This is an optimization exercise on Yosys and OpenROAD, whose aim is small area, a short achievable clock period and few clock cycles per item, not a production implementation. Only simulation tests tie the RTL to the original design; equivalence was not proved. No activity file was given, so power comes from the tool's default toggle rates.

Design crsf_cmd, start of the top module:
module crsf_cmd (
    input  wire       clk,
    input  wire       rst,         
    input  wire       in_valid,
    input  wire [7:0] in_data,
    output wire       in_ready,
    output wire       out_valid,
    output wire [7:0] out_data,
    input  wire       out_ready
);
For scale: roughly 1,300 cells after synthesis, roughly 22 I/O pins.
Settings: LEC_CHECK=0, CAP_MARGIN=20, CORE_MARGIN=2, CORE_UTILIZATION=40, SLEW_MARGIN=20; clock period 16.0 ns.
standard.sh (not shown) runs the stock make flow with config.mk's settings and CLKGATE_MAP_FILE= SYNTH_SCRIPT=/design/flow/synth_recipe.tcl, a recipe that flattens the netlist after the stock synthesis.
==> flow/flow/run.sh <==
#!/bin/bash
# Standard layout, with timing repair aimed below the clock period and
# plain buffers on the ports.
set -euo pipefail
bash standard.sh SETUP_SLACK_MARGIN=12 "BUFFER_PORTS_ARGS=-buffer_cell sky130_fd_sc_hd__buf_4" finish > standard.log 2>&1
The first run finished clean.
Testbench counts at the start, summed over its fixed seeds: cycles 109,743, cmds 4,800.
Then changed:
--- a/flow/design.v
+++ b/flow/design.v
@@ -63,27 +63,24 @@
     function automatic [6:0] inc7(input [6:0] x);
         integer i; reg c;
         begin
             c = 1'b1;
             for (i = 0; i < 7; i = i + 1) begin
                 inc7[i] = x[i] ^ c;
                 c = c & x[i];
             end
         end
     endfunction
     reg  [1:0]   ip;           
-    reg  [3:0]   kc;           
-    wire         c_nop  = (kc == 4'd1), c_rst  = (kc == 4'd2), c_sta  = (kc == 4'd3),
-                 c_ini  = (kc == 4'd4), c_feed = (kc == 4'd5), c_span = (kc == 4'd6),
-                 c_pack = (kc == 4'd7), c_unp  = (kc == 4'd8), c_u2t  = (kc == 4'd9),
-                 c_t2u  = (kc == 4'd10), c_ser = (kc == 4'd11);
+    reg          c_nop, c_rst, c_sta, c_ini, c_feed, c_span,
+                 c_pack, c_unp, c_u2t, c_t2u, c_ser;
     reg          f;            
     reg  [15:0]  rem;          
     reg  [6:0]   oc;           
     reg  [7:0]   crc;          
     reg  [7:0]   crcacc;       
     reg          st_fault, st_multi;
     reg  [2:0]   st_cause;
     reg  [20:0]  acc;          
     reg  [4:0]   p;            
     reg  [7:0]   hb;           
     reg  [1:0]   cv;           
@@ -398,72 +395,70 @@
             if (!st_fault) begin
                 st_fault_n = 1'b1;
                 st_cause_n = flt_c;
             end else
                 st_multi_n = 1'b1;
         end
     end
     wire       push = rpush | ipush;
     wire [7:0] pb   = ipush ? ib : rb;
     always @(posedge clk) begin
         if (rst) begin
-            ip <= I_OP;
-            oc <= 7'd0; crcacc <= 8'h00;
+            ip <= I_OP; f <= 1'b0; rem <= 16'd0;
+            oc <= 7'd0; crc <= 8'h00; crcacc <= 8'h00;
             st_fault <= 1'b0; st_multi <= 1'b0; st_cause <= 3'd0;
+            p <= W; cv <= 2'd0;
             o_v <= 1'b0; s_v <= 1'b0;
             in_rdy <= 1'b1;
             h0v <= 1'b0; h1v <= 1'b0;
             sw <= 1'b1; hq <= 1'b0;
         end else begin
             if (cons && ip == I_OP) sw <= 1'b0;
             else if (do_sw) sw <= 1'b1;
             if (do_ll) hq <= 1'b0;
             else if (cons && ip == I_LL) hq <= 1'b1;
-            ip <= ip_n;
-            oc <= oc_n; crcacc <= crcacc_n;
+            ip <= ip_n; f <= f_n; rem <= rem_n;
+            oc <= oc_n; crc <= crc_n; crcacc <= crcacc_n;
             st_fault <= st_fault_n; st_multi <= st_multi_n; st_cause <= st_cause_n;
+            p <= p_n; cv <= cv_n;
             if (!h0v || cons) begin
                 h0v <= h1v | in_fire;
                 h1v <= 1'b0;
                 in_rdy <= 1'b1;
             end else if (in_fire) begin
                 h1v <= 1'b1;
                 in_rdy <= 1'b0;
             end
             if (!o_v || out_ready) begin
                 o_v <= s_v | push;
                 s_v <= s_v & push;
             end else if (push)
                 s_v <= 1'b1;
         end
     end
     always @(posedge clk) begin
         if (cons && ip == I_OP) opq <= hd;
         if (do_sw) begin
-            case (opq)
-                8'h00:   kc <= 4'd1;
-                8'h01:   kc <= 4'd2;
-                8'h02:   kc <= 4'd3;
-                8'h10:   kc <= 4'd4;
-                8'h11:   kc <= 4'd5;
-                8'h12:   kc <= 4'd6;
-                8'h20:   kc <= 4'd7;
-                8'h21:   kc <= 4'd8;
-                8'h22:   kc <= 4'd9;
-                8'h23:   kc <= 4'd10;
-                8'h40:   kc <= 4'd11;
-                default: kc <= 4'd0;
-            endcase
+            c_nop  <= (opq == 8'h00);
+            c_rst  <= (opq == 8'h01);
+            c_sta  <= (opq == 8'h02);
+            c_ini  <= (opq == 8'h10);
+            c_feed <= (opq == 8'h11);
+            c_span <= (opq == 8'h12);
+            c_pack <= (opq == 8'h20);
+            c_unp  <= (opq == 8'h21);
+            c_u2t  <= (opq == 8'h22);
+            c_t2u  <= (opq == 8'h23);
+            c_ser  <= (opq == 8'h40);
         end
     end
     always @(posedge clk) begin
         acc <= acc_n; hb <= hb_n; res <= res_n;
-        f <= f_n; rem <= rem_n; crc <= crc_n; p <= p_n; cv <= cv_n;
         if (!h0v || cons) hd <= h1v ? h1d : in_data;
         if (!h1v) h1d <= in_data;
         if (!o_v || out_ready) o_d <= s_v ? s_d : pb;
         if (!s_v) s_d <= pb;
     end
     assign in_ready  = in_rdy;
     assign out_valid = o_v;
     assign out_data  = o_d;
 endmodule
Result: The new run produced a clean layout. Core utilization falls by 2.1 points. Via count hardly moves. Clock-buffer cell count is unchanged. Design area decreases by 1.4%. Setup slack gets worse by 23 ps. Synthesized area came out higher by 2.7%. Clock skew stays flat. Wire length is about the same.
Testbench counts after the change, summed over its fixed seeds: cycles 109,743, cmds 4,800.

========
## purple
RTL: one of the versions met above, not the one the previous note started from.
Size in the first run: ~1300 cells after synthesis, ~22 I/O pins, roughly 11000 µm² of cells after synthesis.
==> flow/config.mk <==
export PLATFORM = sky130hd
export DESIGN_NAME = crsf_cmd
export DESIGN_NICKNAME = crsf_cmd
export VERILOG_FILES = /design/flow/design.v
export SDC_FILE = /design/flow/constraint.sdc
export NUM_CORES = 4
export LEC_CHECK = 0
export CAP_MARGIN = 20
export CORE_MARGIN = 2
export CORE_UTILIZATION = 40
export SLEW_MARGIN = 20
==> flow/constraint.sdc <==
create_clock -name core_clock -period 16.0 [get_ports {clk}]
set_input_delay 3.2000 -clock core_clock [delete_from_list [all_inputs] [get_ports {clk}]]
set_output_delay 3.2000 -clock core_clock [all_outputs]
set_load 0.01 [all_outputs]
==> flow/flow/run.sh <==
#!/bin/bash
# Standard layout, with timing repair aimed below the clock period and
# plain buffers on the ports.
set -euo pipefail
bash standard.sh SETUP_SLACK_MARGIN=11.8 "BUFFER_PORTS_ARGS=-buffer_cell sky130_fd_sc_hd__buf_4" finish > standard.log 2>&1
Testbench counts of purple, summed over its fixed seeds: cycles 109,743, cmds 4,800.
> inputs changed (purple -> orange)
--- a/flow/design.v
+++ b/flow/design.v
@@ -65,20 +65,23 @@
         begin
             c = 1'b1;
             for (i = 0; i < 7; i = i + 1) begin
                 inc7[i] = x[i] ^ c;
                 c = c & x[i];
             end
         end
     endfunction
     reg  [1:0]   ip;           
-    reg          c_nop, c_rst, c_sta, c_ini, c_feed, c_span,
-                 c_pack, c_unp, c_u2t, c_t2u, c_ser;
+    reg  [3:0]   kc;           
+    wire         c_nop  = (kc == 4'd1), c_rst  = (kc == 4'd2), c_sta  = (kc == 4'd3),
+                 c_ini  = (kc == 4'd4), c_feed = (kc == 4'd5), c_span = (kc == 4'd6),
+                 c_pack = (kc == 4'd7), c_unp  = (kc == 4'd8), c_u2t  = (kc == 4'd9),
+                 c_t2u  = (kc == 4'd10), c_ser = (kc == 4'd11);
     reg          f;            
     reg  [15:0]  rem;          
     reg  [6:0]   oc;           
     reg  [7:0]   crc;          
     reg  [7:0]   crcacc;       
     reg          st_fault, st_multi;
     reg  [2:0]   st_cause;
     reg  [20:0]  acc;          
     reg  [4:0]   p;            
@@ -397,68 +400,70 @@
                 st_cause_n = flt_c;
             end else
                 st_multi_n = 1'b1;
         end
     end
     wire       push = rpush | ipush;
     wire [7:0] pb   = ipush ? ib : rb;
     always @(posedge clk) begin
         if (rst) begin
-            ip <= I_OP; f <= 1'b0; rem <= 16'd0;
-            oc <= 7'd0; crc <= 8'h00; crcacc <= 8'h00;
+            ip <= I_OP;
+            oc <= 7'd0; crcacc <= 8'h00;
             st_fault <= 1'b0; st_multi <= 1'b0; st_cause <= 3'd0;
-            p <= W; cv <= 2'd0;
             o_v <= 1'b0; s_v <= 1'b0;
             in_rdy <= 1'b1;
             h0v <= 1'b0; h1v <= 1'b0;
             sw <= 1'b1; hq <= 1'b0;
         end else begin
             if (cons && ip == I_OP) sw <= 1'b0;
             else if (do_sw) sw <= 1'b1;
             if (do_ll) hq <= 1'b0;
             else if (cons && ip == I_LL) hq <= 1'b1;
-            ip <= ip_n; f <= f_n; rem <= rem_n;
-            oc <= oc_n; crc <= crc_n; crcacc <= crcacc_n;
+            ip <= ip_n;
+            oc <= oc_n; crcacc <= crcacc_n;
             st_fault <= st_fault_n; st_multi <= st_multi_n; st_cause <= st_cause_n;
-            p <= p_n; cv <= cv_n;
             if (!h0v || cons) begin
                 h0v <= h1v | in_fire;
                 h1v <= 1'b0;
                 in_rdy <= 1'b1;
             end else if (in_fire) begin
                 h1v <= 1'b1;
                 in_rdy <= 1'b0;
             end
             if (!o_v || out_ready) begin
                 o_v <= s_v | push;
                 s_v <= s_v & push;
             end else if (push)
                 s_v <= 1'b1;
         end
     end
     always @(posedge clk) begin
         if (cons && ip == I_OP) opq <= hd;
         if (do_sw) begin
-            c_nop  <= (opq == 8'h00);
-            c_rst  <= (opq == 8'h01);
-            c_sta  <= (opq == 8'h02);
-            c_ini  <= (opq == 8'h10);
-            c_feed <= (opq == 8'h11);
-            c_span <= (opq == 8'h12);
-            c_pack <= (opq == 8'h20);
-            c_unp  <= (opq == 8'h21);
-            c_u2t  <= (opq == 8'h22);
-            c_t2u  <= (opq == 8'h23);
-            c_ser  <= (opq == 8'h40);
+            case (opq)
+                8'h00:   kc <= 4'd1;
+                8'h01:   kc <= 4'd2;
+                8'h02:   kc <= 4'd3;
+                8'h10:   kc <= 4'd4;
+                8'h11:   kc <= 4'd5;
+                8'h12:   kc <= 4'd6;
+                8'h20:   kc <= 4'd7;
+                8'h21:   kc <= 4'd8;
+                8'h22:   kc <= 4'd9;
+                8'h23:   kc <= 4'd10;
+                8'h40:   kc <= 4'd11;
+                default: kc <= 4'd0;
+            endcase
         end
     end
     always @(posedge clk) begin
         acc <= acc_n; hb <= hb_n; res <= res_n;
+        f <= f_n; rem <= rem_n; crc <= crc_n; p <= p_n; cv <= cv_n;
         if (!h0v || cons) hd <= h1v ? h1d : in_data;
         if (!h1v) h1d <= in_data;
         if (!o_v || out_ready) o_d <= s_v ? s_d : pb;
         if (!s_v) s_d <= pb;
     end
     assign in_ready  = in_rdy;
     assign out_valid = o_v;
     assign out_data  = o_d;
 endmodule
## What came out
- On orange: fraction of power consumed by combinational cells is 2.8 points higher than what purple gave.
- In the reports for orange and purple, the larger worst-case setup margin in the final layout belongs to purple.
- The utilization in orange was higher than what purple gave.
- orange vs purple — portion of total power attributed to the clock network dropped 1.7 points.
- Combined area of all synthesized cells: orange vs purple down 300 µm²
- Post-detailed-routing wire length on orange is down relative to purple.
- Row number of filler cells placed in the layout: orange lower / purple higher
- Design area improves in orange relative to purple.
- Compared orange vs purple, and total chip power is up in orange.
- Of orange and purple, purple shows the lower layout-stage area growth over the synthesis result, with orange above it.
- Non-clock buffer share of cell area on orange is up relative to purple.
- Count of flip-flops and latches in orange is about 4.6% lower than in purple
Testbench counts of orange, summed over its fixed seeds: cycles 109,743, cmds 4,800.

## port drivers added, routing unchanged
Ports are ideal in the flow. The routed layouts listed here were re-timed in OpenROAD. Step 1: set_driving_cell puts a clkbuf_16 on clk and a buf_2 on each other input, an assumption about the parent block. Step 2, shift: input delay + t, output delay - t, t = (earliest + latest rising clock arrival at the registers) / 2. This alone moves slack from input paths to output paths. Slacks: ideal / step 1 / step 2; pairs: ideal / step 1.
| run | t, ns | setup slack, ns | worst hold slack (ns) |
|---|---|---|---|
| the first run of note 1 | 0.494 | 11.825 / 11.782 / 11.555 | 0.434 / 0.434 / 0.434 |
| the second run of note 1 | 0.490 | 11.802 / 11.755 / 11.725 | 0.457 / 0.457 / 0.457 |
| purple | 0.476 | 11.857 / 11.804 / 11.457 | 0.450 / 0.450 / 0.450 |
| orange | 0.487 | 11.846 / 11.796 / 11.439 | 0.434 / 0.434 / 0.434 |
After both steps every run listed still meets setup and hold. The setup slack of orange, which loses most, moves by -0.050 ns with the drivers and by -0.407 ns with both steps.
